Background: an optimization exercise with open tools, aiming at small area. Do not read the settings as production practice.
The RTL was checked by simulation tests, not by an equivalence proof against the original design.
No activity file was given, so power comes from the tool's default toggle rates.

## standard.sh

```bash
#!/bin/bash
# synth_recipe.tcl (not shown) runs the flow's synth.tcl, then flattens the netlist and writes it again
# the make line also repeats each setting of config.mk as NAME=value (left out here)
make -C /OpenROAD-flow-scripts/flow DESIGN_CONFIG=/design/flow/config.mk WORK_HOME=/design/flow/orfs CLKGATE_MAP_FILE= SYNTH_SCRIPT=/design/flow/synth_recipe.tcl "${@:-finish}"
```

## design.v

```verilog
module ltc_crc16_byte (
    input  wire [15:0] crc_in,
    input  wire [7:0]  data,
    output reg  [15:0] crc_out
);
    integer i;
    reg [15:0] c;
    always @(*) begin
        c = crc_in ^ {data, 8'h00};
        for (i = 0; i < 8; i = i + 1) begin
            if (c[15])
                c = {c[14:0], 1'b0} ^ 16'h1021;
            else
                c = {c[14:0], 1'b0};
        end
        crc_out = c;
    end
endmodule
module ltc_sat_counter #(
    parameter W = 16
) (
    input  wire         clk,
    input  wire         rst,
    input  wire         inc,
    output reg  [W-1:0] count
);
    always @(posedge clk) begin
        if (rst)
            count <= {W{1'b0}};
        else if (inc && count != {W{1'b1}})
            count <= count + 1'b1;
    end
endmodule
module ltc_rx (
    input  wire        clk,
    input  wire        rst,             
    input  wire        flush,           
    input  wire        in_valid,
    input  wire [7:0]  in_data,
    input  wire        in_last,         
    output reg         ev_valid,
    output wire [1:0]  ev_cmd,
    output wire [3:0]  ev_ch,
    output wire [1:0]  ev_pri,
    output wire [7:0]  ev_seq,
    output wire [8:0]  ev_len,
    output wire [31:0] ev_freq,
    output wire [7:0]  ev_tx_power,
    output wire [31:0] ev_tx_count,
    output wire [31:0] ev_rx_count,
    output wire [15:0] ev_crc_count,
    output wire [39:0] ev_ack_frame,
    output wire [15:0] st_frames_rx,
    output wire [15:0] st_crc_errors,
    output wire [15:0] st_framing_errors,
    output wire [15:0] st_acks_sent,
    output wire [15:0] st_rx_out_of_order,
    output wire [15:0] st_nacks_received
);
    localparam [1:0] CMD_DATA   = 2'd0;
    localparam [1:0] CMD_ACK    = 2'd1;
    localparam [1:0] CMD_NACK   = 2'd2;
    localparam [1:0] ACK_PRIORITY = 2'd1;    
    reg        in_seg;           
    reg        fresh;            
    reg [9:0]  cnt;              
    reg [15:0] crc;              
    reg [7:0]  hdr_packed;       
    reg [7:0]  hdr_seq;          
    reg [7:0]  pl [0:14];        
    wire byte_in = in_valid && !flush;
    wire is_sync = (in_data == 8'h00);
    wire seg_end   = byte_in && is_sync && in_seg;
    wire seg_grow  = byte_in && !is_sync && in_seg;
    wire len_ok    = !fresh && !cnt[9];
    wire crc_ok    = (crc == 16'h0000);
    wire frame_ok  = seg_end && len_ok && crc_ok;
    wire frame_bad = seg_end && !(len_ok && crc_ok);
    wire long_seg  = !fresh && !cnt[9] && (cnt[8] || cnt[7:0] >= 8'd251);
    wire overflow  = seg_grow && in_last && long_seg;
    wire [1:0] f_cmd = hdr_packed[1:0];
    wire [15:0] crc_next;
    ltc_crc16_byte u_crc (.crc_in(crc), .data(in_data), .crc_out(crc_next));
    wire [15:0] crc_sync;
    ltc_crc16_byte u_crc0 (.crc_in(16'hFFFF), .data(8'h00), .crc_out(crc_sync));
    wire cap = byte_in && !is_sync;
    wire clr = byte_in && is_sync;
    wire [8:0] plen = cnt[8:0];
    wire inc_freq = (plen < 9'd4);
    wire inc_txp  = (plen < 9'd5);
    wire inc_txc  = (plen < 9'd9);
    wire inc_rxc  = (plen < 9'd13);
    wire inc_crcc = (plen < 9'd15);
    reg  [14:0] pl_inc;
    always @(*) begin
        pl_inc[3:0]   = {4{inc_freq}};
        pl_inc[4]     = inc_txp;
        pl_inc[8:5]   = {4{inc_txc}};
        pl_inc[12:9]  = {4{inc_rxc}};
        pl_inc[14:13] = {2{inc_crcc}};
    end
    integer k;
    always @(posedge clk) begin
        if (rst || flush)
            in_seg <= 1'b0;
        else if (byte_in) begin
            if (is_sync)
                in_seg <= 1'b1;
            else if (overflow)
                in_seg <= 1'b0;
        end
        if (byte_in) begin
            fresh <= is_sync;
            crc   <= is_sync ? crc_sync : crc_next;
        end
        if (cap)
            cnt <= fresh ? -10'sd3 : cnt + 10'd1;
        if (cap && fresh)
            hdr_packed <= in_data;
        if (cap && !fresh && cnt == -10'sd3)
            hdr_seq <= in_data;
        for (k = 0; k < 15; k = k + 1)
            if ((cap && !fresh && cnt == k[9:0] - 10'd2) || (clr && pl_inc[k]))
                pl[k] <= in_data;
    end
    always @(posedge clk) begin
        if (rst)
            ev_valid <= 1'b0;
        else
            ev_valid <= frame_ok;
    end
    assign ev_cmd = f_cmd;
    assign ev_ch  = hdr_packed[7:4];
    assign ev_pri = hdr_packed[3:2];
    assign ev_seq = hdr_seq;
    assign ev_len = cnt[8:0];
    assign ev_freq      = {pl[0], pl[1], pl[2], pl[3]};
    assign ev_tx_power  = pl[4];
    assign ev_tx_count  = {pl[5], pl[6], pl[7], pl[8]};
    assign ev_rx_count  = {pl[9], pl[10], pl[11], pl[12]};
    assign ev_crc_count = {pl[13], pl[14]};
    wire [7:0]  ack_packed = {hdr_packed[7:4], ACK_PRIORITY, CMD_ACK};
    wire [15:0] ack_c1, ack_c2;
    ltc_crc16_byte u_ack1 (.crc_in(crc_sync), .data(ack_packed), .crc_out(ack_c1));
    ltc_crc16_byte u_ack2 (.crc_in(ack_c1),   .data(hdr_seq),    .crc_out(ack_c2));
    assign ev_ack_frame = {8'h00, ack_packed, hdr_seq, ack_c2};
    wire [15:0] st_data_frames;
    ltc_sat_counter #(.W(16)) u_frames_rx (
        .clk(clk), .rst(rst), .inc(frame_ok), .count(st_frames_rx));
    ltc_sat_counter #(.W(16)) u_crc_errors (
        .clk(clk), .rst(rst), .inc(frame_bad), .count(st_crc_errors));
    ltc_sat_counter #(.W(16)) u_framing_errors (
        .clk(clk), .rst(rst), .inc(overflow), .count(st_framing_errors));
    ltc_sat_counter #(.W(16)) u_data_frames (
        .clk(clk), .rst(rst), .inc(frame_ok && f_cmd == CMD_DATA), .count(st_data_frames));
    ltc_sat_counter #(.W(16)) u_nacks_received (
        .clk(clk), .rst(rst), .inc(frame_ok && f_cmd == CMD_NACK), .count(st_nacks_received));
    assign st_acks_sent       = st_data_frames;
    assign st_rx_out_of_order = st_data_frames;
endmodule
```

## constraint.sdc

```tcl
create_clock -name core_clock -period 5.0 [get_ports {clk}]
set_input_delay 1.0000 -clock core_clock [delete_from_list [all_inputs] [get_ports {clk}]]
set_output_delay 1.0000 -clock core_clock [all_outputs]
set_load 0.01 [all_outputs]
```

## flow/run.sh

```bash
#!/bin/bash
# Standard layout, with every port buffered by the smallest buffer.
export BUFFER_PORTS_ARGS="-buffer_cell sky130_fd_sc_hd__buf_1"
bash standard.sh > standard.log 2>&1
```

## config.mk

```make
export PLATFORM = sky130hd
export DESIGN_NAME = ltc_rx
export DESIGN_NICKNAME = ltc_rx
export VERILOG_FILES = /design/flow/design.v
export SDC_FILE = /design/flow/constraint.sdc
export NUM_CORES = 4
export LEC_CHECK = 0
export CAP_MARGIN = 20
export CORE_MARGIN = 2
export CORE_UTILIZATION = 40
export SLEW_MARGIN = 20
```

==> summary.md, run 1 <==
| Metric | Value |
|---|---|
| YS warnings | 4 |
| Post-route ant nets | 0 |
| Most instantiated library cell after synthesis | edfxtp_1 |
| Min Hold Slack | 0.492 ns |
| CP required | between 5 and 6 ns |
| Pwr Density | ~340 nW/um^2 |
| Min-Delay Endpoint | u_crc_errors.count[1] |
| Synth area leader | edfxtp_1 |
| Worst-Margin Slew | 0.925 ns |
| Number of synthesized flops with an enable pin | between 150 and 200 |
| Syn-to-layout area delta | 19.6% |
| Largest net degree at the start of global routing | 45 |
| Leakage | between 3 and 4 nW |
| Finished Layout Cells | 1469 |
| End of the worst register-to-register path | u_data_frames.count[14] |
| Max-slew violations | 0 |
| Crit path kind | primary input to register |
| Period utilisation layout | 0.648 |
| Crit end category | register |
| PostCTS Resize Cnt | 0 |
| Cts-stage hold buffer count | 0 |
| HPWL after DPL | 18.1 mm |
| Hold path start | u_crc_errors.count[1] |
| Fillcell total | 2361 |
| Fraction of the mapped netlist area in adder cells | 0.0109 |
| R2R Setup Slk | 1.96 ns |
| Sequential-to-total area share from yosys stat | 0.631 |
| Slew margin rel. | 0.378 |
| ANT cells | 0 |
| Synth Area per Inst | 12.2 um^2 |
| Final Cell Area | 12400 um^2 |
| RSZ-0062 raised after global routing | no |
| Startpoint class of the critical path | primary input |
| Crit path max-delay family | simple AND/OR/NAND/NOR gates |
| Min-Delay Path Depth | 2 |
| Crit Path Max Fanout | 18 |
| Syn Std Cell Area | 10400 um^2 |
| Register area | 6540 um^2 |
| Routed WL per cell | 17.5 um |
| First-pass GRT wire length | 37.6 mm |
| Worst hold path type | register to register |
| Placement-stage cell area | 11600 um^2 |
| Status | no timing/DRC/antenna violations |
| Worst path cell trace | buf_1 -> nor4_4 -> nand2_2 -> clkinv_1 -> nor4_1 -> nand2_1 -> a21oi_1 |
| GPL Wtd Cong | 0.813 |
| Largest family of logic cells by synthesized area | simple AND/OR/NAND/NOR gates |
| Rows | between 50 and 60 |
| Port bufs | 282 |
| Die Y-Extent | 165 um |
| Clk latency of the worst-skew pair | 0.53 ns |
| Syn Inst Count | 848 |
| Clk slew on worst S/H paths | 0.06 ns |
| CTS Buf Count | 26 |
| Mux cell area share after synthesis | 0.00398 |
| # Post-CTS Setup Buffers | 0 |
| Worst Reg2Reg Path Length in Cells | 6 |
| Die area | 27200 um^2 |
| Post-synth ARST share | 0 |
| Netlist cell types | 56 |
| Pre-antenna DRT Iters | 5 |
| Share of the synthesized area in the top cell type | 0.472 |
| Synth cell count leaders | 163 x edfxtp_1, 90 x nor2_1, 82 x dfxtp_1, 68 x xnor2_1, 50 x nand2_1 |
| TNS Setup | 0 ns |
| Simple-gate share of the synthesized area | 0.182 |
| Final Hold Fails | 0 |
| CTS max path bufs | 3 |
| Synth Area in XOR/XNOR | 0.0946 |
| Final Skew | roughly 0.011 ns |
| Total core area | 25300 um^2 |
| Total gr overflow | 0 |
| Area of the multi-input gates | about 3400 um^2 |
| Share of post-route cells with drive strength above 1 | 0.0808 |
| Synth Flop Type | edfxtp_1 |
| CTS tree | yes |
| FF+latch count, synth | ~250 |
| Vias post-DR | 7303 |
| # DRC | 0 |
| H-tree depth | 1 |
| WP data arrival | 3.39 ns |
| Buffers & Inverters on Critical Path | 2 |
| Synth top area cells | edfxtp_1 47%, dfxtp_1 16%, xnor2_1 5.7%, xor2_1 3.7%, buf_4 3.5% |
| Clock sinks | 245 |
| Vias in the first global route | 6514 |
| Ports | 295 |
| Compound-Gate Fraction of Synth Area | 0.0276 |
| NumNets Final | about 1100 |
| Max cap viols | 0 |
| Die X-Extent | 165 um |
| Initial antenna violation count | 1 |
| CTS root buf | clkbuf_16 |
| Fin crit period | around 3.2 ns |
| Final setup fails | 0 |
| Worst path slowest cell | a21oi_1 |
| Starting Density | 0.409 |
| Maximum VDD drop | 0.000242 V |
| Initial drt markers | 627 |
| Placed Instances | 1421 |
| Pwr Total | 4.26 mW |
| Vias/cell | 4.97 |
| Final wirelength | 25.6 mm |
| R2R Path Start | fresh |
| Total global routing track utilization | 0.180 |
| Slowest Stage Delay on Critical Path | 0.68 ns |
| Highest clock rate | 309 MHz |
==> worst max-delay path by stage <==
stage	from	to	slack (ns)	cells after the start
6_report	in_data[5]	pl[2][6]	1.76	7
3_5_place_dp	in_data[5]	pl[2][2]	1.24	7
4_1_cts	in_data[5]	pl[2][6]	1.78	7
3_3_place_gp	in_data[4]	pl[2][2]	1.39	7
2_1_floorplan	in_valid	pl[10][0]	1.25	5
5_1_grt	in_data[5]	pl[2][5]	1.54	7
==> report_power, final <==
group	switching, mW	internal (mW)
combinational	0.128	0.0801
clock	0.778	1.04
sequential	0.0284	2.20
==> logic make-up (layout without fill, tap and decap cells) <==
group | after synthesis | after routing
buffers and inverters | 83 | 364
other | 2 | 12
adder cells (fa/ha/maj) | 9 | 9
flip-flops | 245 | 245
AO/OA/AOI/OAI | 49 | 49
multiplexers | 4 | 4
AND/OR/NAND/NOR | 344 | 344
XOR/XNOR | 112 | 112
==> state kept, by name, summed over array words and instances, names as in the netlist <==
| signal | cells |
|---|---|
| pl | 120 |
| crc | 16 |
| u_crc_errors.count | 16 |
| u_data_frames.count | 16 |
| u_frames_rx.count | 16 |
| u_framing_errors.count | 16 |
| u_nacks_received.count | 16 |
| cnt | 10 |
| hdr_packed | 8 |
| hdr_seq | 8 |
| ev_valid | 1 |
| fresh | 1 |
| in_seg | 1 |
==> stage by stage <==
step | util | setup slack (ns)
floorplan | - | 1.25
global placement | 0.457 | 1.39
detailed placement | 0.457 | 1.24
CTS | 0.489 | 1.78
global route | 0.489 | 1.54
finish | 0.489 | 1.76
==> metal layers <==
layer / share of wire / vias up / track usage
met1: 0.42 / 3429 / 0.229
met3: 0.072 / 52 / 0.0367
met4: 0.026 / 2 / 0.0593
met5: 0.00051 / - / 0
li1: - / 3525 / -
met2: 0.48 / 295 / 0.305
==> cell usage in the layout, fill, tap and decap left out, types with 10 or more instances in the layout <==
master,instances
a21oi_1,13
and3_1,15
buf_1,281
buf_4,23
clkbuf_16,26
conb_1,12
dfxtp_1,82
edfxtp_1,163
inv_1,10
nand2_1,50
nand3_1,30
nand4_1,33
nor2_1,90
nor3_1,30
nor4_1,21
o21ai_0,21
xnor2_1,68
xor2_1,44
==> final cells by class <==
type	count	share of cell area
sequential	245	0.527
multi-input combinational	530	0.271
timing repair buffer	305	0.0994
clock buffer	34	0.0565
tap	330	0.0333
clock inverter	14	0.00919
inverter	11	0.00333
==> tightest hold or removal path, cell delays in order, from the launching register on <==
cell and delay (ns):
dfxtp_1 0.33, nand2_1 0.06, a21oi_1 0.05
==> run 2: changes to the inputs <==
==> run.sh (new file) <==
#!/bin/bash
# synth_recipe.tcl (not shown) runs the flow's synth.tcl, then flattens the netlist and writes it again
# the make line also repeats each setting of config.mk as NAME=value (left out here)
make -C /OpenROAD-flow-scripts/flow DESIGN_CONFIG=/design/flow/config.mk WORK_HOME=/design/flow/orfs CLKGATE_MAP_FILE= SYNTH_SCRIPT=/design/flow/synth_recipe.tcl finish
--- a/config.mk
+++ b/config.mk
@@ -10,2 +10,3 @@
 export CORE_UTILIZATION = 40
+export CTS_BUF_LIST = sky130_fd_sc_hd__clkbuf_4
 export SLEW_MARGIN = 20
removed: flow/run.sh
removed: standard.sh
==> run 2 against run 1 <==
Net effect:
- highest routed layer unchanged
- cell count grew 4.8%
- clock-buffer cell count grew 58
- largest power group unchanged
- sequential share of layout area shrank 6.6 points
- hold slack gained 0.0015 ns
- flip-flop and latch count is the same
- still clean
- clock skew grew 0.049 ns
- routed wire length grew 7.9%
- largest cell class unchanged
==> summary.md, run 2 <==
| Metric | Value |
|---|---|
| Crit path kind | register to output pin (was primary input to register) |
| Total internal power | 3.17 mW (was 3.32 mW) |
| Rows | 58 (unchanged) |
| Max cap viols | 0 (unchanged) |
| Commonest non-fill, non-tap cell in the layout | clkdlybuf4s50_1 (was buf_1) |
| Vias/cell | 4.91 (was 4.97) |
| Synth cell count leaders | 163 x edfxtp_1, 90 x nor2_1, 82 x dfxtp_1, 68 x xnor2_1, 50 x nand2_1 (unchanged) |
| Sequential-to-total area share from yosys stat | 0.631 (unchanged) |
| Total core area | 25300 um^2 (unchanged) |
| Combinational group share of total power | 0.056 (was 0.049) |
| Max-slew violations | 0 (unchanged) |
| PostCTS Resize Cnt | 0 (unchanged) |
| Final Cell Area | 14200 um^2 (was 12400 um^2) |
| RSZ-0062 raised after global routing | no (unchanged) |
| Synth area leader | edfxtp_1 (unchanged) |
| Total gr overflow | 0 (unchanged) |
| Final setup fails | 0 (unchanged) |
| R2R Path Start | fresh (unchanged) |
| Number of synthesized flops with an enable pin | 163 (unchanged) |
| Slew margin rel. | 0.361 (was 0.378) |
| Post-route ant nets | 0 (unchanged) |
| Slowest Stage Delay on Critical Path | 0.56 ns (was 0.68 ns) |
| Leakage | 4.74 nW (was 3.93 nW) |
| Final Skew | 0.0599 ns (was 0.0107 ns) |
| R2R Setup Slk | 2.01 ns (was 1.96 ns) |
| Pre-CTS setup slack | 1.03 ns (was 1.24 ns) |
| Initial drt markers | 372 (was 627) |
| Seq pwr share | 0.535 (was 0.523) |
| Synth Flop Type | edfxtp_1 (unchanged) |
| Min-Delay Endpoint | u_crc_errors.count[1] (unchanged) |
| Die area | 27200 um^2 (unchanged) |
| Final Hold Fails | 0 (unchanged) |
| Status | no timing/DRC/antenna violations (unchanged) |
| HPWL after DPL | 19.3 mm (was 18.1 mm) |
| First-pass GRT wire length | 42.2 mm (was 37.6 mm) |
| WP data arrival | 2.48 ns (was 3.39 ns) |
| Die Y-Extent | 165 um (unchanged) |
| Die X-Extent | 165 um (unchanged) |
| Pwr Density | 294 nW/um^2 (was 344 nW/um^2) |
| CP required | 4.00 ns (was 5.15 ns) |
| Ports | 295 (unchanged) |
| Placement-stage cell area | 13300 um^2 (was 11600 um^2) |
| Post-synth ARST share | 0 (unchanged) |
| Vias in the first global route | 7345 (was 6514) |
| Hold path start | u_crc_errors.count[1] (unchanged) |
| CTS root buf | clkbuf_4 (was clkbuf_16) |
| Synth top area cells | edfxtp_1 47%, dfxtp_1 16%, xnor2_1 5.7%, xor2_1 3.7%, buf_4 3.5% (unchanged) |
| Switching share of power | 0.239 (was 0.219) |
| GPL Wtd Cong | 0.798 (was 0.813) |
| Worst Reg2Reg Path Length in Cells | 6 (unchanged) |
| Port bufs | 282 (unchanged) |
| Buffers & Inverters on Critical Path | 1 (was 2) |
| Pre-antenna DRT Iters | 4 (was 5) |
| Reg with most FFs | pl (unchanged) |
| Syn Std Cell Area | 10400 um^2 (unchanged) |
| Most instantiated library cell after synthesis | edfxtp_1 (unchanged) |
| Total global routing track utilization | 0.203 (was 0.180) |
| Crit Path Max Fanout | 5 (was 18) |
| Min Hold Slack | 0.493 ns (was 0.492 ns) |
| H-tree depth | 3 (was 1) |
| Fin crit period | 3.48 ns (was 3.24 ns) |
| Period utilisation layout | 0.696 (was 0.648) |
| Starting Density | 0.409 (unchanged) |
| CTS Buf Count | 66 (was 26) |
| Crit path max-delay family | XOR/XNOR gates (was simple AND/OR/NAND/NOR gates) |
| Netlist cell types | 56 (unchanged) |
| Initial antenna violation count | 2 (was 1) |
| Startpoint class of the critical path | register (was primary input) |
| Final wirelength | 27.7 mm (was 25.6 mm) |
| NumNets Final | 1182 (was 1141) |
| Most frequent CP cell | xnor2_1 |
| Clock power share | 0.409 (was 0.428) |
| Share of post-route cells with drive strength above 1 | 0.127 (was 0.0808) |
| Largest net degree at the start of global routing | 53 (was 45) |
| Min-Delay Path Depth | 2 (unchanged) |
| Syn Inst Count | 848 (unchanged) |
| Sw power | 993 uW (was 935 uW) |
| Crit end category | output pin (was register) |
| Clk slew on worst S/H paths | 0.07 ns (was 0.06 ns) |
| # Post-CTS Setup Buffers | 0 (unchanged) |
| Worst path slowest cell | clkdlybuf4s50_1 (was a21oi_1) |
| Clk latency of the worst-skew pair | 0.67 ns (was 0.53 ns) |
| Share of the synthesized area in the top cell type | 0.472 (unchanged) |
| FF+latch count, synth | 245 (unchanged) |
| Maximum VDD drop | 0.000144 V (was 0.000242 V) |
| TNS Setup | 0 ns (unchanged) |
| Max reg flops | 120 (unchanged) |
| Final worst slack | 1.52 ns (was 1.76 ns) |
| End of the worst register-to-register path | u_data_frames.count[14] (unchanged) |
| Worst-Margin Slew | 0.959 ns (was 0.925 ns) |
| Cts-stage hold buffer count | 0 (unchanged) |
| Worst hold path type | register to register (unchanged) |
| Pwr Total | 4.16 mW (was 4.26 mW) |
| CTS tree | yes (unchanged) |
| # DRC | 0 (unchanged) |
| Highest clock rate | 287 MHz (was 309 MHz) |
| Synth Area per Inst | 12.2 um^2 (unchanged) |
| Worst path cell trace | xnor2_1 -> xnor2_1 -> xor2_1 -> clkdlybuf4s50_1 (was buf_1 -> nor4_4 -> nand2_2 -> clkinv_1 -> nor4_1 -> nand2_1 -> a21oi_1) |
| Syn-to-layout area delta | 36.6% (was 19.6%) |
| YS warnings | 4 (unchanged) |
| Routed WL per cell | 18.0 um (was 17.5 um) |
| Commonest non-fill, non-tap cells in the layout | 281 x clkdlybuf4s50_1, 163 x edfxtp_1, 92 x clkbuf_4 (was 281 x buf_1, 163 x edfxtp_1, 90 x nor2_1) |
| CTS max path bufs | 3 (unchanged) |
| Vias post-DR | 7560 (was 7303) |
| Clock sinks | 245 (unchanged) |
==> run 2: kinds of logic (layout without fill, tap and decap cells) <==
kind of cell	count (synthesis)	count (layout)	synth area share
AOI/OAI and AO/OA	49	49	0.0276
xor gates and xnor gates	112	112	0.0946
adders and majority gates	9	9	0.0109
buffers and inverters	83	434	0.0497
DFF	245	245	0.631
muxes	4	4	0.00398
other	2	13	0.000724
and+or+nand+nor	344	344	0.182
==> run 2: area by class of cell <==
| type | count | area, um^2 |
|---|---|---|
| clock buffer | 92 | 691 |
| inverter | 11 | 41.3 |
| timing repair buffer | 306 | 3000 |
| clock inverter | 25 | 130 |
| multi-input combinational | 530 | 3350 |
| antenna | 1 | 2.50 |
| tap | 330 | 413 |
| sequential | 245 | 6540 |
| fill | 2176 | 11200 |
==> run 2: power groups by stage <==
stage          logic [mW]  clock network, mW  registers, mW
2_1_floorplan       0.150                  0           2.26
3_3_place_gp        0.233                  0           2.27
3_5_place_dp        0.235                  0           2.27
4_1_cts             0.236               1.77           2.23
5_1_grt             0.259               1.89           2.23
6_report            0.233               1.70           2.23
==> run 2: how the worst max path moves through the flow <==
stage,end,depth (start not counted),start,slack (ns)
final,ev_ack_frame[6],4,hdr_packed[5],1.52
after floorplan,pl[10][0],5,in_valid,1.25
after detailed placement,u_data_frames.count[14],8,in_data[5],1.03
after CTS,ev_ack_frame[6],4,hdr_packed[5],1.42
after global placement,u_data_frames.count[14],8,in_data[5],1.06
after global routing,ev_ack_frame[6],4,hdr_packed[5],1.34
==> run 2: per-layer routing <==
layer  vias up  track usage  share of wire  routed length [um]
li1       3658            -              -                   -
met1      3558        0.254           0.42               11700
met2       299        0.331           0.47               13000
met3        43       0.0625          0.086                2390
met4         2       0.0711          0.018                 497
met5         -            0        0.00047                  13
==> run 2: worst register-to-register path: cells and delay by family (launching register included) <==
family | cells | cell delay [ns]
AND/OR/NAND/NOR | 5 | 2.07
flip-flops | 1 | 0.60
AO/OA/AOI/OAI | 1 | 0.23
==> run 2: stage by stage <==
stage / instances / utilization
3_5_place_dp: 1422 / 0.527
3_3_place_gp: 1422 / 0.527
2_1_floorplan: 858 / -
5_1_grt: 1540 / 0.559
4_1_cts: 1539 / 0.559
6_report: 1540 / 0.559
==> run 3: changes to the inputs <==
--- a/config.mk
+++ b/config.mk
@@ -10,3 +10,2 @@
 export CORE_UTILIZATION = 40
-export CTS_BUF_LIST = sky130_fd_sc_hd__clkbuf_4
 export SLEW_MARGIN = 20
==> run 3 against run 2 <==
Net effect:
- largest power group unchanged
- critical path depth is 4 higher
- still clean on timing, DRC and antenna
- final area is 0.98% higher
- via count is 2.7% lower
- clock power is 26% higher
- fmax is 2.5% higher
- hold slack better by 0.0027 ns
- flip-flop and latch count stayed put
- critical path type is now primary input to register
- combinational power hardly changed
- clock-buffer cell count is 64 lower
==> summary.md, run 3 <==
| Metric | Value |
|---|---|
| Status | no timing/DRC/antenna violations (unchanged) |
| Fin crit period | 3.39 ns (was 3.48 ns) |
| Vias post-DR | 7354 (was 7560) |
| Met2 usage | 0.332 (was 0.331) |
| Placement-stage cell area | 13300 um^2 (unchanged) |
| Max cap viols | 0 (unchanged) |
| Total core area | 25300 um^2 (unchanged) |
| Combinational group share of total power | 0.051 (was 0.056) |
| Vias/cell | 5.00 (was 4.91) |
| Max-slew violations | 0 (unchanged) |
| Share of the synthesized area in the top cell type | 0.472 (unchanged) |
| CTS root buf | clkbuf_16 (was clkbuf_4) |
| Synth top area cells | edfxtp_1 47%, dfxtp_1 16%, xnor2_1 5.7%, xor2_1 3.7%, buf_4 3.5% (unchanged) |
| Clock sinks | 245 (unchanged) |
| Slew margin rel. | 0.361 (about the same) |
| Worst hold path type | register to register (unchanged) |
| Synth Flop Type | edfxtp_1 (unchanged) |
| NumNets Final | 1143 (was 1182) |
| Syn-to-layout area delta | 38.0% (was 36.6%) |
| GR Util met3 | 0.0460 (was 0.0625) |
| RSZ-0062 raised after global routing | no (unchanged) |
| Routed WL per cell | 18.6 um (was 18.0 um) |
| Crit path max-delay family | simple AND/OR/NAND/NOR gates (was XOR/XNOR gates) |
| WP data arrival | 3.84 ns (was 2.48 ns) |
| Worst-Margin Slew | 0.959 ns (about the same) |
| Total internal power | 3.65 mW (was 3.17 mW) |
| HPWL after DPL | 19.3 mm (unchanged) |
| H-tree depth | 1 (was 3) |
| Highest clock rate | 295 MHz (was 287 MHz) |
| Worst path cell trace | clkdlybuf4s50_1 -> nor4_4 -> nand2_2 -> buf_4 -> or4_1 -> nor3_1 -> nor2_1 -> a311oi_1 (was xnor2_1 -> xnor2_1 -> xor2_1 -> clkdlybuf4s50_1) |
| Netlist cell types | 56 (unchanged) |
| Pwr Density | 322 nW/um^2 (was 294 nW/um^2) |
| CP required | 5.45 ns (was 4.00 ns) |
| Crit Path Max Fanout | 17 (was 5) |
| Clock power share | 0.465 (was 0.409) |
| Crit path kind | primary input to register (was register to output pin) |
| R2R Path Start | fresh (unchanged) |
| Die X-Extent | 165 um (unchanged) |
| Post-route ant nets | 0 (unchanged) |
| PostCTS Resize Cnt | 0 (unchanged) |
| Fillcell total | 2135 (was 2176) |
| Startpoint class of the critical path | primary input (was register) |
| TNS Setup | 0 ns (unchanged) |
| Share of post-route cells with drive strength above 1 | 0.0841 (was 0.127) |
| Final setup fails | 0 (unchanged) |
| Total gr overflow | 0 (unchanged) |
| CTS max path bufs | 3 (unchanged) |
| Clk slew on worst S/H paths | 0.06 ns (was 0.07 ns) |
| # Post-CTS Setup Buffers | 0 (unchanged) |
| Vias in the first global route | 6989 (was 7345) |
| Crit end category | register (was output pin) |
| FF+latch count, synth | 245 (unchanged) |
| Initial drt markers | 429 (was 372) |
| Max reg flops | 120 (unchanged) |
| Total global routing track utilization | 0.197 (was 0.203) |
| # DRC | 0 (unchanged) |
| Crit path launch | in_data[5] (was hdr_packed[5]) |
| Hold path start | u_crc_errors.count[1] (unchanged) |
| CTS Buf Count | 27 (was 66) |
| Maximum VDD drop | 0.000256 V (was 0.000144 V) |
| ANT cells | 0 (was 1) |
| YS warnings | 4 (unchanged) |
| Period utilisation layout | 0.679 (was 0.696) |
| First-pass GRT wire length | 41.3 mm (was 42.2 mm) |
| Final Skew | 0.0150 ns (was 0.0599 ns) |
| Most instantiated library cell after synthesis | edfxtp_1 (unchanged) |
| Final Cell Area | 14300 um^2 (was 14200 um^2) |
| Sw power | 953 uW (was 993 uW) |
| Switching share of power | 0.207 (was 0.239) |
| Reg with most FFs | pl (unchanged) |
| Slowest Stage Delay on Critical Path | 0.92 ns (was 0.56 ns) |
| Cts-stage hold buffer count | 0 (unchanged) |
| Post-synth ARST share | 0 (unchanged) |
| Gr busiest metal | met2 (unchanged) |
| CTS tree | yes (unchanged) |
| Commonest non-fill, non-tap cells in the layout | 281 x clkdlybuf4s50_1, 163 x edfxtp_1, 90 x nor2_1 (was 281 x clkdlybuf4s50_1, 163 x edfxtp_1, 92 x clkbuf_4) |
| Die area | 27200 um^2 (unchanged) |
| Sequential-to-total area share from yosys stat | 0.631 (unchanged) |
| Seq pwr share | 0.485 (was 0.535) |
| Worst path slowest cell | or4_1 (was clkdlybuf4s50_1) |
| Post-layout util | 0.565 (was 0.559) |
| Rows | 58 (unchanged) |
| Largest net degree at the start of global routing | 53 (unchanged) |
| Commonest non-fill, non-tap cell in the layout | clkdlybuf4s50_1 (unchanged) |
| Initial antenna violation count | 1 (was 2) |
| Clk latency of the worst-skew pair | 0.54 ns (was 0.67 ns) |
| Pre-CTS setup slack | 1.03 ns (unchanged) |
| Final worst slack | 1.61 ns (was 1.52 ns) |
| Min Hold Slack | 0.496 ns (was 0.493 ns) |
| Leakage | 4.72 nW (was 4.74 nW) |
| Final wirelength | 27.4 mm (was 27.7 mm) |
| Synth cell count leaders | 163 x edfxtp_1, 90 x nor2_1, 82 x dfxtp_1, 68 x xnor2_1, 50 x nand2_1 (unchanged) |
| M1 GR Usage | 0.258 (was 0.254) |
| Die Y-Extent | 165 um (unchanged) |
| Final Hold Fails | 0 (unchanged) |
| Syn Inst Count | 848 (unchanged) |
| Port bufs | 282 (unchanged) |
| Pre-antenna DRT Iters | 4 (unchanged) |
| GPL Wtd Cong | 0.798 (unchanged) |
| Starting Density | 0.409 (unchanged) |
| Ports | 295 (unchanged) |
| Syn Std Cell Area | 10400 um^2 (unchanged) |
| Number of synthesized flops with an enable pin | 163 (unchanged) |
| Buffers & Inverters on Critical Path | 2 (was 1) |
| Synth area leader | edfxtp_1 (unchanged) |
| Synth Area per Inst | 12.2 um^2 (unchanged) |
-- run 3: path summary, 6_finish.rpt --
kind / endpoint / slack [ns] / depth (start not counted)
worst min-delay path: u_crc_errors.count[1] / 0.50 / 2
worst max-delay path: u_data_frames.count[14] / 1.61 / 8
worst min register to register: u_crc_errors.count[1] / 0.50 / 2
worst max register to register: u_data_frames.count[14] / 1.99 / 6
-- run 3: per-layer routing --
metal  wire [um]  vias to the layer above
met5          13                        -
met4         463                        2
met3        2250                       39
met2       13000                      300
met1       11700                     3480
li1            -                     3533
-- run 3: final cells by class --
type	instances	area, um^2	share of cell area
Clock buffer	28	679	0.0475
Inverter	11	41.3	0.00289
Tap cell	330	413	0.0289
Clock inverter	21	283	0.0198
Timing Repair Buffer	306	3000	0.210
Sequential cell	245	6540	0.457
Multi-Input combinational cell	530	3350	0.234
-- run 3: logic make-up after synthesis --
logic type	after synthesis	synth area share
AO/OA/AOI/OAI	49	0.0276
XOR/XNOR	112	0.0946
adder cells (fa/ha/maj)	9	0.0109
buffers and inverters	83	0.0497
flip-flops	245	0.631
multiplexers	4	0.00398
other	2	0.000724
AND/OR/NAND/NOR	344	0.182
-- run 3: tightest hold or removal path: cells and delay by family, from the launching register on --
kind / cells / cell delay (ns)
DFF: 1 / 0.33
and+or+nand+nor: 1 / 0.06
AOI/OAI and AO/OA: 1 / 0.05
-- run 3: stage by stage --
step	total power, mW	cells
finish	4.60	1471
global route	4.76	1471
CTS	4.65	1471
detailed placement	2.51	1422
global placement	2.50	1422
floorplan	2.41	858
-- run 3: power by group through the flow --
| stage | combinational, mW | clock [mW] | sequential [mW] |
|---|---|---|---|
| 3_3_place_gp | 0.233 | 0 | 2.27 |
| 5_1_grt | 0.259 | 2.27 | 2.23 |
| 3_5_place_dp | 0.235 | 0 | 2.27 |
| 4_1_cts | 0.237 | 2.18 | 2.23 |
| 2_1_floorplan | 0.150 | 0 | 2.26 |
| 6_report | 0.233 | 2.14 | 2.23 |
==> run 4: changes to the inputs <==
--- a/design.v
+++ b/design.v
@@ -26,8 +26,12 @@
 );
-    always @(posedge clk) begin
-        if (rst)
-            count <= {W{1'b0}};
-        else if (inc && count != {W{1'b1}})
-            count <= count + 1'b1;
-    end
+    wire [W:0] carry;
+    assign carry[0] = inc && !(&count);
+    genvar i;
+    generate
+        for (i = 0; i < W; i = i + 1) begin : g_carry
+            assign carry[i+1] = carry[i] & count[i];
+        end
+    endgenerate
+    always @(posedge clk)
+        count <= {W{!rst}} & (count ^ carry[W-1:0]);
 endmodule
@@ -146,13 +150,18 @@
     assign ev_ack_frame = {8'h00, ack_packed, hdr_seq, ack_c2};
+    reg bad_q, ovf_q;
+    always @(posedge clk) begin
+        bad_q <= frame_bad;
+        ovf_q <= overflow;
+    end
     wire [15:0] st_data_frames;
     ltc_sat_counter #(.W(16)) u_frames_rx (
-        .clk(clk), .rst(rst), .inc(frame_ok), .count(st_frames_rx));
+        .clk(clk), .rst(rst), .inc(ev_valid), .count(st_frames_rx));
     ltc_sat_counter #(.W(16)) u_crc_errors (
-        .clk(clk), .rst(rst), .inc(frame_bad), .count(st_crc_errors));
+        .clk(clk), .rst(rst), .inc(bad_q), .count(st_crc_errors));
     ltc_sat_counter #(.W(16)) u_framing_errors (
-        .clk(clk), .rst(rst), .inc(overflow), .count(st_framing_errors));
+        .clk(clk), .rst(rst), .inc(ovf_q), .count(st_framing_errors));
     ltc_sat_counter #(.W(16)) u_data_frames (
-        .clk(clk), .rst(rst), .inc(frame_ok && f_cmd == CMD_DATA), .count(st_data_frames));
+        .clk(clk), .rst(rst), .inc(ev_valid && f_cmd == CMD_DATA), .count(st_data_frames));
     ltc_sat_counter #(.W(16)) u_nacks_received (
-        .clk(clk), .rst(rst), .inc(frame_ok && f_cmd == CMD_NACK), .count(st_nacks_received));
+        .clk(clk), .rst(rst), .inc(ev_valid && f_cmd == CMD_NACK), .count(st_nacks_received));
     assign st_acks_sent       = st_data_frames;
==> flow/run.sh (new file) <==
#!/bin/bash
# Standard layout, with every port buffered by the smallest buffer.
export BUFFER_PORTS_ARGS="-buffer_cell sky130_fd_sc_hd__buf_1"
bash standard.sh > standard.log 2>&1
==> standard.sh (new file) <==
#!/bin/bash
# synth_recipe.tcl (not shown) runs the flow's synth.tcl, then flattens the netlist and writes it again
# the make line also repeats each setting of config.mk as NAME=value (left out here)
make -C /OpenROAD-flow-scripts/flow DESIGN_CONFIG=/design/flow/config.mk WORK_HOME=/design/flow/orfs CLKGATE_MAP_FILE= SYNTH_SCRIPT=/design/flow/synth_recipe.tcl "${@:-finish}"
removed: run.sh
==> run 4 against run 3 <==
Net effect:
- still clean
- worst setup slack worse by 0.61 ns
- fmax decreased by 15%
- routed wire length decreased by 16%
- hold slack improved by 0.027 ns
- combinational power down 8%
- final area down 16%
==> summary.md, run 4 <==
| Metric | Value |
|---|---|
| Status | no timing/DRC/antenna violations (unchanged) |
| Switching share of power | 0.214 (was 0.207) |
| CP required | 5.37 ns (was 5.45 ns) |
| GPL Wtd Cong | 0.804 (was 0.798) |
| Synth area leader | edfxtp_1 (unchanged) |
| Startpoint class of the critical path | register (was primary input) |
| Crit end category | register (unchanged) |
| Final Skew | 0.0211 ns (was 0.0150 ns) |
| Vias in the first global route | 5889 (was 6989) |
| Clock sinks | 247 (was 245) |
| Sequential-to-total area share from yosys stat | 0.663 (was 0.631) |
| Max reg flops | 120 (unchanged) |
| Slew margin rel. | 0.352 (was 0.361) |
| Synth Flop Type | edfxtp_1 (unchanged) |
| Commonest non-fill, non-tap cells in the layout | 281 x buf_1, 163 x edfxtp_1, 84 x dfxtp_1 (was 281 x clkdlybuf4s50_1, 163 x edfxtp_1, 90 x nor2_1) |
| Post-route ant nets | 0 (unchanged) |
| Starting Density | 0.408 (was 0.409) |
| Clock power share | 0.430 (was 0.465) |
| Initial drt markers | 396 (was 429) |
| RSZ-0062 raised after global routing | no (unchanged) |
| Final wirelength | 23.0 mm (was 27.4 mm) |
| NumNets Final | 1048 (was 1143) |
| Total core area | 24300 um^2 (was 25300 um^2) |
| Die X-Extent | 161 um (was 165 um) |
| Worst hold path type | register to register (unchanged) |
| Max-slew violations | 0 (unchanged) |
| Commonest non-fill, non-tap cell in the layout | buf_1 (was clkdlybuf4s50_1) |
| Min Hold Slack | 0.523 ns (was 0.496 ns) |
| Final worst slack | 0.991 ns (was 1.61 ns) |
| Maximum VDD drop | 0.000197 V (was 0.000256 V) |
| TNS Setup | 0 ns (unchanged) |
| Share of the synthesized area in the top cell type | 0.493 (was 0.472) |
| Clk slew on worst S/H paths | 0.05 ns (was 0.06 ns) |
| Pwr Density | 360 nW/um^2 (was 322 nW/um^2) |
| Final Hold Fails | 0 (unchanged) |
| Die Y-Extent | 161 um (was 165 um) |
| CTS max path bufs | 3 (unchanged) |
| Total global routing track utilization | 0.170 (was 0.197) |
| # Post-CTS Setup Buffers | 0 (unchanged) |
| Crit path kind | register to register (was primary input to register) |
| Largest net degree at the start of global routing | 61 (was 53) |
| Rows | 57 (was 58) |
| YS warnings | 4 (unchanged) |
| Routed WL per cell | 17.7 um (was 18.6 um) |
| Pre-CTS setup slack | 0.973 ns (was 1.03 ns) |
| Worst path cell trace | nand4_1 -> o41a_1 -> ha_1 -> ha_1 -> ha_1 -> ha_1 -> ha_1 -> ha_1 -> ha_1 -> ha_1 -> ha_1 -> ha_1 -> ha_1 -> ha_1 -> ha_1 -> ha_1 -> ha_1 -> xnor2_1 -> nor2_1 (was clkdlybuf4s50_1 -> nor4_4 -> nand2_2 -> buf_4 -> or4_1 -> nor3_1 -> nor2_1 -> a311oi_1) |
| Seq pwr share | 0.520 (was 0.485) |
| Syn-to-layout area delta | 20.6% (was 38.0%) |
| CTS tree | yes (unchanged) |
| Post-synth ARST share | 0 (unchanged) |
| Sw power | 921 uW (was 953 uW) |
| Worst path slowest cell | o41a_1 (was or4_1) |
| Period utilisation layout | 0.802 (was 0.679) |
| Fin crit period | 4.01 ns (was 3.39 ns) |
| HPWL after DPL | 16.5 mm (was 19.3 mm) |
| Number of synthesized flops with an enable pin | 163 (unchanged) |
| Crit path max-delay family | adder cells (was simple AND/OR/NAND/NOR gates) |
| Slowest Stage Delay on Critical Path | 0.43 ns (was 0.92 ns) |
| Buffers & Inverters on Critical Path | 0 (was 2) |
| Total internal power | 3.39 mW (was 3.65 mW) |
| Share of post-route cells with drive strength above 1 | 0.0667 (was 0.0841) |
| Synth Area per Inst | 14.4 um^2 (was 12.2 um^2) |
| Netlist cell types | 47 (was 56) |
| Total gr overflow | 0 (unchanged) |
| Syn Std Cell Area | 9920 um^2 (was 10400 um^2) |
| Reg with most FFs | pl (unchanged) |
| CTS Buf Count | 27 (unchanged) |
| FF+latch count, synth | 247 (was 245) |
| Worst-Margin Slew | 0.965 ns (was 0.959 ns) |
| Cts-stage hold buffer count | 0 (unchanged) |
| Crit Path Max Fanout | 3 (was 17) |
| ANT cells | 0 (unchanged) |
| Pre-antenna DRT Iters | 5 (was 4) |
| Leakage | 4.47 nW (was 4.72 nW) |
| PostCTS Resize Cnt | 0 (unchanged) |
| Ports | 295 (unchanged) |
| Die area | 26100 um^2 (was 27200 um^2) |
| H-tree depth | 1 (unchanged) |
| Max cap viols | 0 (unchanged) |
| Initial antenna violation count | 0 (was 1) |
| Pwr Total | 4.31 mW (was 4.60 mW) |
| Most frequent CP cell | ha_1 |
| Synth top area cells | edfxtp_1 49%, dfxtp_1 17%, ha_1 10%, nor2b_1 4.9%, buf_4 3.7% (was edfxtp_1 47%, dfxtp_1 16%, xnor2_1 5.7%, xor2_1 3.7%, buf_4 3.5%) |
| Port bufs | 282 (unchanged) |
| CTS root buf | clkbuf_16 (unchanged) |
| Clk latency of the worst-skew pair | 0.51 ns (was 0.54 ns) |
| First-pass GRT wire length | 34.5 mm (was 41.3 mm) |
| Highest clock rate | 249 MHz (was 295 MHz) |
| Most instantiated library cell after synthesis | edfxtp_1 (unchanged) |
| Final setup fails | 0 (unchanged) |
| # DRC | 0 (unchanged) |
| Synth cell count leaders | 163 x edfxtp_1, 84 x dfxtp_1, 79 x ha_1, 77 x nor2b_1, 49 x buf_4 (was 163 x edfxtp_1, 90 x nor2_1, 82 x dfxtp_1, 68 x xnor2_1, 50 x nand2_1) |
| Vias/cell | 4.72 (was 5.00) |
| Vias post-DR | 6135 (was 7354) |
| Fillcell total | 2185 (was 2135) |
| Combinational group share of total power | 0.050 (was 0.051) |
| Syn Inst Count | 687 (was 848) |
| WP data arrival | 4.38 ns (was 3.84 ns) |
-- run 4: cell count changes after synthesis, sizes merged, moves of 28 or more --
cell   before  now
ha          9   79
nor2       90   19
nand2      51   19
nor2b       5   77
xnor2      68   40
nor3       38    5
-- run 4: per-stage QoR --
step                instance area [um^2]   util  std cells
floorplan                           9960      -        697
global route                       12000  0.492       1299
detailed placement                 11100  0.457       1251
global placement                   11100  0.457       1251
finish                             12000  0.492       1299
CTS                                12000  0.491       1299
-- run 4: final timing paths --
kind | start | end | slack, ns | depth (start not counted)
min | in_seg | bad_q | 0.52 | 2
max reg2reg | u_framing_errors.count[15] | u_framing_errors.count[15] | 0.99 | 19
max | u_framing_errors.count[15] | u_framing_errors.count[15] | 0.99 | 19
min reg2reg | in_seg | bad_q | 0.52 | 2
-- run 4: per-layer routing --
metal	routed length (um)	GRT usage	vias to the layer above	share of wire
met5	0	0	-	0
met4	476	0.0475	0	0.021
met3	1250	0.0275	34	0.054
met2	11700	0.299	203	0.51
met1	9660	0.219	2932	0.42
li1	-	-	2966	-
-- run 4: final cells by class --
cell class	instances	area (um^2)	share of cell area
flip-flops and latches	247	6580	0.550
multi-input cells	373	2930	0.245
repair buffers	300	1190	0.0999
clock buffers	30	687	0.0574
well taps	324	405	0.0339
clock inverters	18	145	0.0121
inverters	7	26.3	0.00220
-- run 4: power by group through the flow --
| stage | logic (mW) | registers, mW | clock network [mW] |
|---|---|---|---|
| 2_1_floorplan | 0.158 | 2.28 | 0 |
| 3_3_place_gp | 0.211 | 2.29 | 0 |
| 3_5_place_dp | 0.214 | 2.29 | 0 |
| 4_1_cts | 0.217 | 2.24 | 1.91 |
| 5_1_grt | 0.241 | 2.25 | 1.98 |
| 6_report | 0.214 | 2.24 | 1.85 |
-- run 4: kinds of logic after synthesis --
kind of cell	after synthesis	synth area share
simple gates	185	0.109
compound gates	40	0.0294
buf+inv	77	0.0484
xor+xnor	57	0.0503
fa+ha+maj	79	0.0996
other cells	2	0.000757
flops	247	0.663
-- run 4: tightest hold or removal path, delay by kind of cell, from the launching register on --
family,cells,cell delay [ns]
AND/OR/NAND/NOR,2,0.15
flip-flops,1,0.33
==> run 5: changes to the inputs <==
==> flow/run.sh (replaced) <==
#!/bin/bash
# Standard layout, with every port buffered by the smallest buffer and a
# clock tree of small buffers without dummy loads.
export BUFFER_PORTS_ARGS="-buffer_cell sky130_fd_sc_hd__buf_1"
export CTS_ARGS="-sink_clustering_enable -repair_clock_nets -dont_use_dummy_load -buf_list sky130_fd_sc_hd__clkbuf_4 -sink_clustering_size 12 -sink_clustering_max_diameter 50"
bash standard.sh > standard.log 2>&1
==> run 5 against run 4 <==
Net effect:
- still clean on timing, DRC and antenna
- critical path depth did not move
- area after synthesis unchanged
- worst setup slack worse by 0.058 ns
- flip-flop and latch count stayed put
- clock-buffer cell count down 2
- sequential share of layout area grew 3.0 points
- largest cell class unchanged
- final area decreased by 5.2%
==> summary.md, run 5 <==
| Metric | Value |
|---|---|
| Status | no timing/DRC/antenna violations (unchanged) |
| Synth Area per Inst | 14.4 um^2 (unchanged) |
| RSZ-0062 raised after global routing | no (unchanged) |
| Vias in the first global route | 5835 (was 5889) |
| Total core area | 24300 um^2 (unchanged) |
| NumNets Final | 1049 (was 1048) |
| CTS max path bufs | 3 (unchanged) |
| Number of synthesized flops with an enable pin | 163 (unchanged) |
| Netlist cell types | 47 (unchanged) |
| Pwr Total | 3.31 mW (was 4.31 mW) |
| Maximum VDD drop | 0.000116 V (was 0.000197 V) |
| Clock power share | 0.258 (was 0.430) |
| Placement-stage cell area | 11100 um^2 (unchanged) |
| Post-layout util | 0.466 (was 0.492) |
| R2R Setup Slk | 0.93 ns (was 0.99 ns) |
| Synth area leader | edfxtp_1 (unchanged) |
| Syn Std Cell Area | 9920 um^2 (unchanged) |
| Initial antenna violation count | 1 (was 0) |
| HPWL after DPL | 16.5 mm (unchanged) |
| Clock sinks | 247 (unchanged) |
| Period utilisation layout | 0.813 (was 0.802) |
| Port bufs | 282 (unchanged) |
| Final Skew | 0.0820 ns (was 0.0211 ns) |
| Placed Instances | 1251 (unchanged) |
| Post-synth ARST share | 0 (unchanged) |
| Vias/cell | 4.77 (was 4.72) |
| Total internal power | 2.56 mW (was 3.39 mW) |
| Clk slew on worst S/H paths | 0.12 ns (was 0.05 ns) |
| Fillcell total | 2246 (was 2185) |
| Crit path kind | register to register (unchanged) |
| Max reg flops | 120 (unchanged) |
| Largest net degree at the start of global routing | 61 (unchanged) |
| Synth top area cells | edfxtp_1 49%, dfxtp_1 17%, ha_1 10%, nor2b_1 4.9%, buf_4 3.7% (unchanged) |
| Highest clock rate | 246 MHz (was 249 MHz) |
| Total gr overflow | 0 (unchanged) |
| TNS Setup | 0 ns (unchanged) |
| Final wirelength | 22.9 mm (was 23.0 mm) |
| CTS tree | yes (unchanged) |
| Routed WL per cell | 17.9 um (was 17.7 um) |
| Synth Flop Type | edfxtp_1 (unchanged) |
| CTS root buf | clkbuf_4 (was clkbuf_16) |
| Min Hold Slack | 0.525 ns (was 0.523 ns) |
| Combinational group share of total power | 0.064 (was 0.050) |
| Final Hold Fails | 0 (unchanged) |
| Sequential-to-total area share from yosys stat | 0.663 (unchanged) |
| Final setup fails | 0 (unchanged) |
| Syn-to-layout area delta | 14.3% (was 20.6%) |
| Pre-CTS setup slack | 0.973 ns (unchanged) |
| Register area | 6580 um^2 (unchanged) |
| Ports | 295 (unchanged) |
| Commonest non-fill, non-tap cells in the layout | 281 x buf_1, 163 x edfxtp_1, 84 x dfxtp_1 (unchanged) |
| Commonest non-fill, non-tap cell in the layout | buf_1 (unchanged) |
| H-tree depth | 1 (unchanged) |
| CTS Buf Count | 28 (was 27) |
| YS warnings | 4 (unchanged) |
| Share of post-route cells with drive strength above 1 | 0.0576 (was 0.0667) |
| Initial drt markers | 367 (was 396) |
| Pre-antenna DRT Iters | 4 (was 5) |
| # Post-CTS Setup Buffers | 0 (unchanged) |
| Die Y-Extent | 161 um (unchanged) |
| Share of the synthesized area in the top cell type | 0.493 (unchanged) |
| WP data arrival | 4.55 ns (was 4.38 ns) |
| Cts-stage hold buffer count | 0 (unchanged) |
| Clk latency of the worst-skew pair | 0.68 ns (was 0.51 ns) |
| Seq pwr share | 0.678 (was 0.520) |
| Final worst slack | 0.934 ns (was 0.991 ns) |
| Fin crit period | 4.07 ns (was 4.01 ns) |
| Starting Density | 0.408 (unchanged) |
| Sw power | 750 uW (was 921 uW) |
| Max-slew violations | 0 (unchanged) |
| Crit end category | register (unchanged) |
| Worst hold path type | register to register (unchanged) |
| GPL Wtd Cong | 0.804 (unchanged) |
| First-pass GRT wire length | 34.2 mm (was 34.5 mm) |
| Post-route ant nets | 0 (unchanged) |
| Crit Path Max Fanout | 3 (unchanged) |
| FF+latch count, synth | 247 (unchanged) |
| Most instantiated library cell after synthesis | edfxtp_1 (unchanged) |
| Startpoint class of the critical path | register (unchanged) |
| Max cap viols | 0 (unchanged) |
| Final Cell Area | 11300 um^2 (was 12000 um^2) |
| Pwr Density | 292 nW/um^2 (was 360 nW/um^2) |
| Finished Layout Cells | 1280 (was 1299) |
| Worst-Margin Slew | 0.971 ns (was 0.965 ns) |
| CP required | 5.48 ns (was 5.37 ns) |
| Reg with most FFs | pl (unchanged) |
| PostCTS Resize Cnt | 0 (unchanged) |
| Leakage | 4.21 nW (was 4.47 nW) |
| Rows | 57 (unchanged) |
| Switching share of power | 0.227 (was 0.214) |
| Slew margin rel. | 0.348 (was 0.352) |
| Vias post-DR | 6110 (was 6135) |
| Syn Inst Count | 687 (unchanged) |
| Synth cell count leaders | 163 x edfxtp_1, 84 x dfxtp_1, 79 x ha_1, 77 x nor2b_1, 49 x buf_4 (unchanged) |
| Total global routing track utilization | 0.170 (about the same) |
| Die X-Extent | 161 um (unchanged) |
| Die area | 26100 um^2 (unchanged) |
| # DRC | 0 (unchanged) |
| Area of the multi-input gates | 2930 um^2 (unchanged) |
## run 5: logic make-up after synthesis
| logic type | synth area share |
|---|---|
| and+or+nand+nor | 0.109 |
| buffers and inverters | 0.0484 |
| adders and majority gates | 0.0996 |
| DFF | 0.663 |
| xor gates and xnor gates | 0.0503 |
| AOI/OAI and AO/OA | 0.0294 |
| other | 0.000757 |
## run 5: final timing paths
kind,start,cells after the start,endpoint
worst max-delay path,u_framing_errors.count[12],19,u_framing_errors.count[15]
worst min-delay path,in_seg,2,bad_q
worst max register to register,u_framing_errors.count[12],19,u_framing_errors.count[15]
worst min register to register,in_seg,2,bad_q
## run 5: final cells by class
class,count,area share
antenna,1,0.000221
clock buffer,28,0.0185
inverter,7,0.00232
multi-input combinational,373,0.258
sequential,247,0.580
tap,324,0.0357
timing repair buffer,300,0.105
## run 5: power groups by stage
| stage | clock network [mW] | logic [mW] | registers [mW] |
|---|---|---|---|
| 6_report | 0.855 | 0.212 | 2.24 |
| 5_1_grt | 0.970 | 0.239 | 2.25 |
| 4_1_cts | 0.901 | 0.215 | 2.24 |
| 3_5_place_dp | 0 | 0.214 | 2.29 |
| 3_3_place_gp | 0 | 0.211 | 2.29 |
| 2_1_floorplan | 0 | 0.158 | 2.28 |
## run 5: per-layer routing
layer	part of all wire	GRT usage	vias to the layer above
met4	0.024	0.0540	0
met3	0.055	0.0282	36
li1	-	-	2950
met5	0	0	-
met1	0.42	0.219	2924
met2	0.50	0.292	200
## run 5: worst max-delay path: stages (launching register included)
cell and delay, ns:
dfxtp_1 0.39, nand4_1 0.13, o41a_1 0.43, ha_1 0.19
ha_1 0.18, ha_1 0.18, ha_1 0.18, ha_1 0.18
ha_1 0.20, ha_1 0.18, ha_1 0.19, ha_1 0.19
ha_1 0.20, ha_1 0.18, ha_1 0.18, ha_1 0.18
ha_1 0.18, ha_1 0.19, xnor2_1 0.15, nor2_1 0.05
==> run 6: changes to the inputs <==
==> flow/run.sh (replaced) <==
#!/bin/bash
# Standard layout, with every port buffered by the smallest buffer and a
# clock tree of small buffers without dummy loads.
export BUFFER_PORTS_ARGS="-buffer_cell sky130_fd_sc_hd__buf_1"
export CTS_ARGS="-sink_clustering_enable -repair_clock_nets -dont_use_dummy_load -buf_list sky130_fd_sc_hd__clkbuf_4 -sink_clustering_size 12 -sink_clustering_max_diameter 40"
bash standard.sh > standard.log 2>&1
--- a/config.mk
+++ b/config.mk
@@ -9,3 +9,4 @@
 export CORE_MARGIN = 2
-export CORE_UTILIZATION = 40
+export CORE_UTILIZATION = 65
+export PLACE_DENSITY = 0.75
 export SLEW_MARGIN = 20
==> run 6 against run 5 <==
Net effect:
- combinational power is 3% higher
- clock-buffer cell count is 3 higher
- total power is 0.42% higher
- sequential power hardly changed
- register-to-register slack worse by 0.02 ns
- flip-flop and latch count stayed put
- critical path type unchanged
- largest cell class unchanged
- highest routed layer unchanged
==> summary.md, run 6 <==
| Metric | Value |
|---|---|
| Buffers & Inverters on Critical Path | 0 (unchanged) |
| # DRC | 0 (unchanged) |
| Fin crit period | 4.09 ns (was 4.07 ns) |
| Finished Layout Cells | 1147 (was 1280) |
| Pre-antenna DRT Iters | 5 (was 4) |
| Total global routing track utilization | 0.264 (was 0.170) |
| Period utilisation layout | 0.818 (was 0.813) |
| HPWL after DPL | 16.1 mm (was 16.5 mm) |
| Number of synthesized flops with an enable pin | 163 (unchanged) |
| FF+latch count, synth | 247 (unchanged) |
| Final wirelength | 22.2 mm (was 22.9 mm) |
| Reg with most FFs | pl (unchanged) |
| Die X-Extent | 128 um (was 161 um) |
| Highest clock rate | 245 MHz (was 246 MHz) |
| Most frequent CP cell | ha_1 (unchanged) |
| Vias in the first global route | 6176 (was 5835) |
| Initial drt markers | 447 (was 367) |
| CTS root buf | clkbuf_4 (unchanged) |
| Pwr Density | 297 nW/um^2 (was 292 nW/um^2) |
| Crit path max-delay family | adder cells (unchanged) |
| Crit Path Max Fanout | 3 (unchanged) |
| CTS max path bufs | 3 (unchanged) |
| Leakage | 4.23 nW (was 4.21 nW) |
| Port bufs | 282 (unchanged) |
| H-tree depth | 1 (unchanged) |
| Sequential-to-total area share from yosys stat | 0.663 (unchanged) |
| PostCTS Resize Cnt | 0 (unchanged) |
| Worst hold path type | primary input to register (was register to register) |
| # Post-CTS Setup Buffers | 0 (unchanged) |
| Slew margin rel. | 0.341 (was 0.348) |
| GPL Wtd Cong | 0.874 (was 0.804) |
| Netlist cell types | 47 (unchanged) |
| CTS tree | yes (unchanged) |
| Rows | 45 (was 57) |
| Max-slew violations | 0 (unchanged) |
| Syn-to-layout area delta | 12.9% (was 14.3%) |
| Crit end category | register (unchanged) |
| Max cap viols | 0 (unchanged) |
| Routed WL per cell | 19.3 um (was 17.9 um) |
| Clk slew on worst S/H paths | 0.10 ns (was 0.12 ns) |
| Commonest non-fill, non-tap cell in the layout | buf_1 (unchanged) |
| Starting Density | 0.660 (was 0.408) |
| First-pass GRT wire length | 33.3 mm (was 34.2 mm) |
| Clk latency of the worst-skew pair | 0.67 ns (was 0.68 ns) |
| CP required | 5.53 ns (was 5.48 ns) |
| Ports | 295 (unchanged) |
| Final setup fails | 0 (unchanged) |
| Post-route ant nets | 0 (unchanged) |
| Max reg flops | 120 (unchanged) |
| Synth Flop Type | edfxtp_1 (unchanged) |
| Synth top area cells | edfxtp_1 49%, dfxtp_1 17%, ha_1 10%, nor2b_1 4.9%, buf_4 3.7% (unchanged) |
| Final Hold Fails | 0 (unchanged) |
| Die area | 16300 um^2 (was 26100 um^2) |
| Share of the synthesized area in the top cell type | 0.493 (unchanged) |
| YS warnings | 4 (unchanged) |
| Synth Area per Inst | 14.4 um^2 (unchanged) |
| Startpoint class of the critical path | register (unchanged) |
| Synth area leader | edfxtp_1 (unchanged) |
| Most instantiated library cell after synthesis | edfxtp_1 (unchanged) |
| Slowest Stage Delay on Critical Path | 0.38 ns (was 0.43 ns) |
| RSZ-0062 raised after global routing | no (unchanged) |
| NumNets Final | 1052 (was 1049) |
| Syn Std Cell Area | 9920 um^2 (unchanged) |
| Maximum VDD drop | 0.000238 V (was 0.000116 V) |
| Largest net degree at the start of global routing | 83 (was 61) |
| Synth cell count leaders | 163 x edfxtp_1, 84 x dfxtp_1, 79 x ha_1, 77 x nor2b_1, 49 x buf_4 (unchanged) |
| Total core area | 15000 um^2 (was 24300 um^2) |
| Worst path slowest cell | dfxtp_1 (was o41a_1) |
| Total gr overflow | 0 (unchanged) |
| Crit path kind | register to register (unchanged) |
| Final Skew | 0.0767 ns (was 0.0820 ns) |
| TNS Setup | 0 ns (unchanged) |
| Share of post-route cells with drive strength above 1 | 0.0595 (was 0.0576) |
| WP data arrival | 4.61 ns (was 4.55 ns) |
| Vias/cell | 5.59 (was 4.77) |
| Commonest non-fill, non-tap cells in the layout | 281 x buf_1, 163 x edfxtp_1, 84 x dfxtp_1 (unchanged) |
| Clock sinks | 247 (unchanged) |
| Placed Instances | 1115 (was 1251) |
| Worst path cell trace | nand4_1 -> nor4_1 -> nor4bb_1 -> ha_1 -> ha_1 -> ha_1 -> ha_1 -> ha_1 -> ha_1 -> ha_1 -> ha_1 -> ha_1 -> ha_1 -> ha_1 -> ha_1 -> ha_1 -> ha_1 -> ha_1 -> xnor2_1 -> nor2_1 (was nand4_1 -> o41a_1 -> ha_1 -> ha_1 -> ha_1 -> ha_1 -> ha_1 -> ha_1 -> ha_1 -> ha_1 -> ha_1 -> ha_1 -> ha_1 -> ha_1 -> ha_1 -> ha_1 -> ha_1 -> xnor2_1 -> nor2_1) |
| Vias post-DR | 6410 (was 6110) |
| Die Y-Extent | 128 um (was 161 um) |
| Post-synth ARST share | 0 (unchanged) |
| CTS Buf Count | 31 (was 28) |
| Initial antenna violation count | 1 (unchanged) |
| Worst-Margin Slew | 0.978 ns (was 0.971 ns) |
| Cts-stage hold buffer count | 0 (unchanged) |
| Status | no timing/DRC/antenna violations (unchanged) |
| Syn Inst Count | 687 (unchanged) |
## run 6: cell counts after synthesis
No cell type changed its count.
## run 6: layout make-up
cell class | count | area [um^2]
tap | 188 | 235
clock buffer | 31 | 233
fill | 1035 | 3840
timing repair buffer | 300 | 1190
multi-input combinational | 373 | 2930
antenna | 1 | 2.50
sequential | 247 | 6580
inverter | 7 | 26.3
## run 6: through the flow
stage / total power [mW] / util / hold slack (ns) / area (um^2) / setup WS, ns
CTS: 3.35 / 0.744 / 0.472 / 11200 / 0.909
finish: 3.32 / 0.745 / 0.511 / 11200 / 0.912
floorplan: 2.44 / - / 0.461 / 9960 / 0.990
global route: 3.44 / 0.745 / 0.502 / 11200 / 0.642
detailed placement: 2.51 / 0.728 / 0.506 / 10900 / 0.928
global placement: 2.50 / 0.728 / 0.499 / 10900 / 1.00
## run 6: layer usage
metal  routed length, um  GRT usage
met5                   0          0
met4                 632     0.0937
met3                1720     0.0578
met2               11200      0.447
met1                8620      0.339
## run 6: final timing paths
path                                                  from                          to  slack (ns)  depth (start not counted)
worst max register to register  u_nacks_received.count[15]  u_nacks_received.count[15]        0.91                         20
worst min-delay path                                 flush                      in_seg        0.51                          2
worst max-delay path            u_nacks_received.count[15]  u_nacks_received.count[15]        0.91                         20
worst min register to register                      in_seg                      in_seg        0.53                          2
## run 6: kinds of logic after synthesis
group                    Yosys count  synth area share
flip-flops                       247             0.663
AND/OR/NAND/NOR                  185             0.109
adder cells (fa/ha/maj)           79            0.0996
buffers and inverters             77            0.0484
XOR/XNOR                          57            0.0503
AO/OA/AOI/OAI                     40            0.0294
other                              2          0.000757
## run 6: power by group
| group | internal, mW | switching [mW] | leakage (nW) |
|---|---|---|---|
| registers | 2.22 | 0.0247 | 2.14 |
| logic | 0.0835 | 0.135 | 1.95 |
| clock network | 0.284 | 0.578 | 0.143 |
## run 6: worst reg2reg max path, cell delays in order (launching register included)
cell and delay, ns:
dfxtp_1 0.38, nand4_1 0.17, nor4_1 0.35, nor4bb_1 0.11
ha_1 0.20, ha_1 0.18, ha_1 0.18, ha_1 0.18
ha_1 0.18, ha_1 0.18, ha_1 0.18, ha_1 0.18
ha_1 0.19, ha_1 0.18, ha_1 0.18, ha_1 0.18
ha_1 0.18, ha_1 0.18, ha_1 0.19, xnor2_1 0.16
nor2_1 0.05
==> run 7: changes to the inputs <==
--- a/config.mk
+++ b/config.mk
@@ -9,4 +9,4 @@
 export CORE_MARGIN = 2
-export CORE_UTILIZATION = 65
-export PLACE_DENSITY = 0.75
+export CORE_UTILIZATION = 75
+export PLACE_DENSITY = 0.85
 export SLEW_MARGIN = 20
==> run 7 against run 6 <==
Net effect:
- hold slack worse by 0.012 ns
- highest routed layer unchanged
- total power shrank 1.4%
- flip-flop and latch count did not move
- critical endpoint unchanged
- non-clock buffer count is 4 lower
- fmax fell by 1.3%
- sequential power barely moved
- critical path type unchanged
- sequential share of layout area rose by 0.39 points
- still clean
- first-iteration DRC count is 27% higher
- routed wire length decreased by 2.1%
- global-route usage is 3.9 points higher
- clock power is 4.9% lower
- clock-buffer cell count is 3 lower
==> summary.md, run 7 <==
| Metric | Value |
|---|---|
| Final Cell Area | 11100 um^2 (was 11200 um^2) |
| Fillcell total | 705 (was 1035) |
| Worst hold path type | register to register (was primary input to register) |
| Crit path kind | register to register (unchanged) |
| Crit path launch | u_nacks_received.count[14] (was u_nacks_received.count[15]) |
| Status | no timing/DRC/antenna violations (unchanged) |
| Initial antenna violation count | 1 (unchanged) |
| Post-synth ARST share | 0 (unchanged) |
| Clk latency of the worst-skew pair | 0.66 ns (was 0.67 ns) |
| Sequential-to-total area share from yosys stat | 0.663 (unchanged) |
| Most frequent CP cell | ha_1 (unchanged) |
| Rows | 42 (was 45) |
| Slew margin rel. | 0.283 (was 0.341) |
| WP data arrival | 4.63 ns (was 4.61 ns) |
| PostCTS Resize Cnt | 0 (unchanged) |
| Syn Inst Count | 687 (unchanged) |
| Share of the synthesized area in the top cell type | 0.493 (unchanged) |
| Pre-antenna DRT Iters | 5 (unchanged) |
| R2R Path Start | u_nacks_received.count[14] (was u_nacks_received.count[15]) |
| Final wirelength | 21.7 mm (was 22.2 mm) |
| Initial drt markers | 569 (was 447) |
| Vias in the first global route | 6176 (unchanged) |
| Min-Delay Endpoint | bad_q (was in_seg) |
| Routed WL per cell | 19.3 um (about the same) |
| Clk slew on worst S/H paths | 0.11 ns (was 0.10 ns) |
| CTS max path bufs | 3 (unchanged) |
| CTS Buf Count | 28 (was 31) |
| Vias post-DR | 6435 (was 6410) |
| # Post-CTS Setup Buffers | 0 (unchanged) |
| Max cap viols | 0 (unchanged) |
| H-tree depth | 1 (unchanged) |
| Total internal power | 2.56 mW (was 2.58 mW) |
| Commonest non-fill, non-tap cell in the layout | buf_1 (unchanged) |
| Cts-stage hold buffer count | 0 (unchanged) |
| Clock sinks | 247 (unchanged) |
| Final setup fails | 0 (unchanged) |
| Area of the multi-input gates | 2920 um^2 (was 2930 um^2) |
| Leakage | 4.19 nW (was 4.23 nW) |
| GPL Wtd Cong | 0.850 (was 0.874) |
| Starting Density | 0.758 (was 0.660) |
| Sw power | 719 uW (was 738 uW) |
| Period utilisation layout | 0.828 (was 0.818) |
| Total gr overflow | 0 (unchanged) |
| NumNets Final | 1045 (was 1052) |
| Reg with most FFs | pl (unchanged) |
| Worst-Margin Slew | 1.07 ns (was 0.978 ns) |
| HPWL after DPL | 15.8 mm (was 16.1 mm) |
| Combinational group share of total power | 0.066 (about the same) |
| FF+latch count, synth | 247 (unchanged) |
-- run 7: power by group through the flow --
stage | registers, mW | logic, mW | clock network (mW)
2_1_floorplan | 2.28 | 0.158 | 0
3_3_place_gp | 2.29 | 0.204 | 0
3_5_place_dp | 2.29 | 0.213 | 0
4_1_cts | 2.24 | 0.214 | 0.840
5_1_grt | 2.24 | 0.236 | 0.903
6_report | 2.24 | 0.215 | 0.820
-- run 7: metrics by stage --
stage	hold WS [ns]	power (mW)	std cells	setup WS, ns
after floorplan	0.461	2.44	697	0.990
after global placement	0.475	2.49	1099	0.984
after detailed placement	0.485	2.50	1099	0.907
after CTS	0.500	3.30	1127	0.885
after global routing	0.536	3.38	1128	0.662
final	0.499	3.28	1128	0.858
-- run 7: layout make-up --
class | count | area share
Multi-Input combinational cell | 373 | 0.263
Inverter | 7 | 0.00236
Clock buffer | 28 | 0.0189
Timing Repair Buffer | 296 | 0.105
Antenna cell | 1 | 0.000225
Sequential cell | 247 | 0.591
Tap cell | 176 | 0.0198
-- run 7: logic make-up after synthesis --
kind of cell             after synthesis  share of synthesized area
flip-flops                           247                      0.663
other                                  2                   0.000757
adder cells (fa/ha/maj)               79                     0.0996
XOR/XNOR                              57                     0.0503
AND/OR/NAND/NOR                      185                      0.109
buffers and inverters                 77                     0.0484
AO/OA/AOI/OAI                         40                     0.0294
-- run 7: worst max-delay path by stage --
stage                            endpoint  slack, ns  depth (start not counted)
2_1_floorplan                    pl[3][0]       0.99                          4
3_3_place_gp                     pl[5][6]       0.98                          7
4_1_cts             u_frames_rx.count[15]       0.88                         19
3_5_place_dp                     pl[5][6]       0.91                          7
5_1_grt           u_data_frames.count[15]       0.66                         20
6_report       u_nacks_received.count[15]       0.86                         20
-- run 7: metal layers --
layer | share of wire | vias up | wire length (um) | GRT usage
met5 | 0 | - | 0 | 0
met2 | 0.51 | 308 | 11000 | 0.514
met1 | 0.38 | 3136 | 8330 | 0.386
li1 | - | 2930 | - | -
met4 | 0.034 | 0 | 741 | 0.114
met3 | 0.075 | 61 | 1630 | 0.0675
-- run 7: critical path: cells and delay by family, from the launching register on --
family        cells  cell delay [ns]
flops             1             0.39
xor+xnor          1             0.16
simple gates      4             0.66
fa+ha+maj        15             2.78

Setup slack of run 7, layout unchanged: 0.858 ns with ideal ports, 0.858 ns with driving cells assumed (clock clkbuf_16, inputs buf_2), 0.858 ns with port delays also shifted by the 0.664 ns mid clock arrival.
